This is an optimization exercise on Yosys and OpenROAD, whose aim is small area, a short achievable clock period and few clock cycles, not a production implementation. Function was checked by simulation only, so behaviour that the tests miss may differ from the original. Power and IR drop assume default switching activity.

Design plx_top, start of the top module:
module plx_top (
    input             clk,
    input             rst,
    input             host_valid,
    input             host_write,
    input      [4:0]  host_addr,      
    input      [31:0] host_wdata,
    output            host_ready,
    output reg        host_rvalid,
    output reg [31:0] host_rdata,
    output            mem_rreq,
    output     [31:0] mem_raddr,
    input             mem_rgnt,
    input             mem_rvalid,
    input      [7:0]  mem_rdata,
    output            mem_wreq,
    output     [31:0] mem_waddr,
    output     [7:0]  mem_wdata,
    input             mem_wgnt
);
==> flow/config.mk <==
export PLATFORM = sky130hd
export DESIGN_NAME = plx_top
export DESIGN_NICKNAME = plx_top
export VERILOG_FILES = /design/flow/design.v
export SDC_FILE = /design/flow/constraint.sdc
export NUM_CORES = 4
export LEC_CHECK = 0
export CAP_MARGIN = 20
export CORE_MARGIN = 2
export CORE_UTILIZATION = 40
export PLACE_DENSITY = 0.6
export SLEW_MARGIN = 20
==> flow/constraint.sdc <==
create_clock -name core_clock -period 13.0 [get_ports {clk}]
set_input_delay 2.6000 -clock core_clock [delete_from_list [all_inputs] [get_ports {clk}]]
set_output_delay 2.6000 -clock core_clock [all_outputs]
set_load 0.01 [all_outputs]
standard.sh (not shown) runs the stock make flow with config.mk's settings and CLKGATE_MAP_FILE= SYNTH_SCRIPT=/design/flow/synth_recipe.tcl, a recipe that flattens the netlist after the stock synthesis.
==> flow/flow/run.sh <==
#!/bin/bash
# The standard layout (standard synthesis unchanged) with two changes to how it is made:
# - the timing repair aims at a larger setup margin, so it keeps improving paths that are
#   already well inside the clock period;
# - the port buffers are buf_4 cells instead of the resizer's default pick.
# The make output goes to layout.log; each ORFS step's own log is under orfs/logs/.
set -euo pipefail
bash standard.sh SETUP_SLACK_MARGIN=9.1 "BUFFER_PORTS_ARGS=-buffer_cell sky130_fd_sc_hd__buf_4" finish > layout.log 2>&1
Testbench counts at the start, summed over its fixed seeds: cycles 52,093.
Then changed:
--- a/flow/design.v
+++ b/flow/design.v
@@ -293,25 +293,25 @@
                         else if (!fmt_ok)
                             fail(2'd1, 2'd0);
                         else if (badplane)
                             fail(2'd1, 2'd1);
                         else if (odd_dim)
                             fail(2'd1, 2'd2);
                         else if (pd_valid != 3'b111)
                             fail(2'd2, 2'd0);
                         else if (pd_sbad != 3'd0)
                             fail(2'd2, 2'd1);
                         else begin
                             ctl <= C_CHECK;
-                            step <= (empty || fast_ok == 3'b111) ? K_ABINIT : K_RINIT;
+                            step <= (empty || fast_ok == 3'b111) ? K_ABITER : K_RINIT;
                             fr_ok <= fast_ok;
                             ph <= 3'b001;
                             fl_v <= 1'b0;
                         end
                     end
                 end
             end
             case (1'b1)
             c_chk: begin
                 if (fl_v) begin
                     fail(fl_e, fl_s);
                 end else begin
@@ -351,77 +351,83 @@
                         end
                     end
                     K_ABINIT: begin
                         acc <= 33'd0;
                         mc <= {2'b00, half_w};
                         mr <= {1'b0, half_h};
                         step <= K_ABITER;
                     end
                     K_ABITER: begin
                         fl_v <= ab_big;
                         fl_e <= 2'd3; fl_s <= 2'd0;
                         if (mr_zero)
-                            step <= K_LEN1;
+                            step <= K_LEN1;         
                         else begin
                             if (mr[0])
                                 acc <= acc_add;
                             mc <= {mc[32] | mc[31], mc[30:0], 1'b0};
                             mr <= {1'b0, mr[31:1]};
+                            if (mr[31:1] == 31'd0) begin
+                                ab <= mr[0] ? acc_add[29:0] : acc[29:0];
+                                step <= K_LEN2;
+                            end
                         end
                     end
                     K_LEN1: begin
                         ab <= acc[29:0];
                         step <= K_LEN2;
                     end
                     K_LEN2: begin
+                        fl_v <= (acc[32:30] != 3'd0);   
+                        fl_e <= 2'd3; fl_s <= 2'd0;
                         acc <= ab_sum;
                         mc <= {1'b0, dst_addr_v};
                         step <= K_CAP;
                     end
                     K_CAP: begin
                         fl_v <= cap_bad;
                         fl_e <= 2'd3; fl_s <= 2'd0;
                         acc <= acc_add;         
                         step <= K_DST;
                     end
                     K_DST: begin
-                        fl_v <= dst_bad;
-                        fl_e <= 2'd3; fl_s <= 2'd1;
-                        step <= K_GO;
-                    end
-                    default: begin  
+                      if (dst_bad) begin
+                        fail(2'd3, 2'd1);
+                      end else begin  
                         err_e <= 2'd0; err_s <= 2'd0;
                         out_valid <= 1'b1;
                         out_addr <= dst_addr_v;
                         clear_frame;
                         state <= ST_CONF;
                         if (ab == 30'd0) begin
                             ctl <= C_IDLE;
                             ready_q <= 1'b1;
                         end else begin
                             ctl <= C_COPY;
                             ph <= 3'b001;
                             acc <= {1'b0, pd_addr0};
                             raddr <= pd_addr0;
                             mc <= {1'b0, eff_w};
                             mr <= eff_h;
                             lc_q <= 1'b0;       
                             lr_q <= 1'b0;       
                             rreq_q <= 1'b1;
                             wreq_q <= 1'b0;
                             rdone <= 1'b0;
                             cnt <= 3'd0;
                             fc <= 3'd0;
                         end
+                      end
                     end
+                    default: ;
                     endcase
                 end
             end
             c_copy: begin
                 if (racc) begin
                     if (!lc_q) begin
                         mc[31:0] <= mc[31:0] - 32'd1;
                         raddr <= raddr + 32'd1;
                         lc_q <= (mc[31:0] == 32'd2);
                     end else if (!lr_q) begin
                         mc[31:0] <= p_w;
                         mr <= mr - 32'd1;
@@ -453,17 +459,21 @@
                     if (push[3]) q3 <= mem_rdata;
                 end
                 fc <= fc_n;
                 wreq_q <= !empty_n;
                 if (fin) begin
                     out_addr <= dst_addr_v;
                     ctl <= C_IDLE;
                     ready_q <= 1'b1;
                     rreq_q <= 1'b0;
                     wreq_q <= 1'b0;
                 end
             end
-            default: ;
+            default: begin
+                acc <= 33'd0;
+                mc <= {2'b00, half_w};
+                mr <= {1'b0, half_h};
+            end
             endcase
         end
     end
 endmodule
Final area came out lower by 0.54%.
Cell count stays flat.
Sequential power climbs by about 1%.
Global-route usage fell by 1.2 points.
Wire length shrinks by 1.7%.
Maximum frequency is higher by 4.5%.
Area after synthesis is higher by 1.9%.
Die area goes up by 1.9%.
Sequential cell count decreases by 1.
First-iteration DRC count goes down by 4.6%.
Total power increases by 5.6%.
Worst setup slack gets better by 190 ps.
Hold slack loses 4.2 ps.
Via count falls by 0.33%.
Testbench counts after the change, summed over its fixed seeds: cycles 51,773.

## afterwards: timing with drivers on the ports
In the flow no input, the clock included, has a driving cell. The finished layouts below were timed again as built, in two steps. Step 1, drivers: a clkbuf_16 drives clk and a buf_2 each remaining input, both assumed. Step 2 moves the port delays by t, midway between the first and last clock arrival at a register: inputs arrive t later, outputs are due t later. That takes back most of the time a late clock gives input paths. Three values: ideal, step 1, step 2; two values: the first two.
run	t (ns)	setup slack, ns	worst register clock-pin slew, ns
the first run	0.809	8.702 / 8.702 / 8.371	0.07 / 0.07
the second run	0.821	8.889 / 8.889 / 8.369	0.07 / 0.07
After both steps setup and hold are still met in every run listed. The setup slack of the second run, which loses most, moves by 0.000 ns with the drivers and by -0.520 ns with both steps.
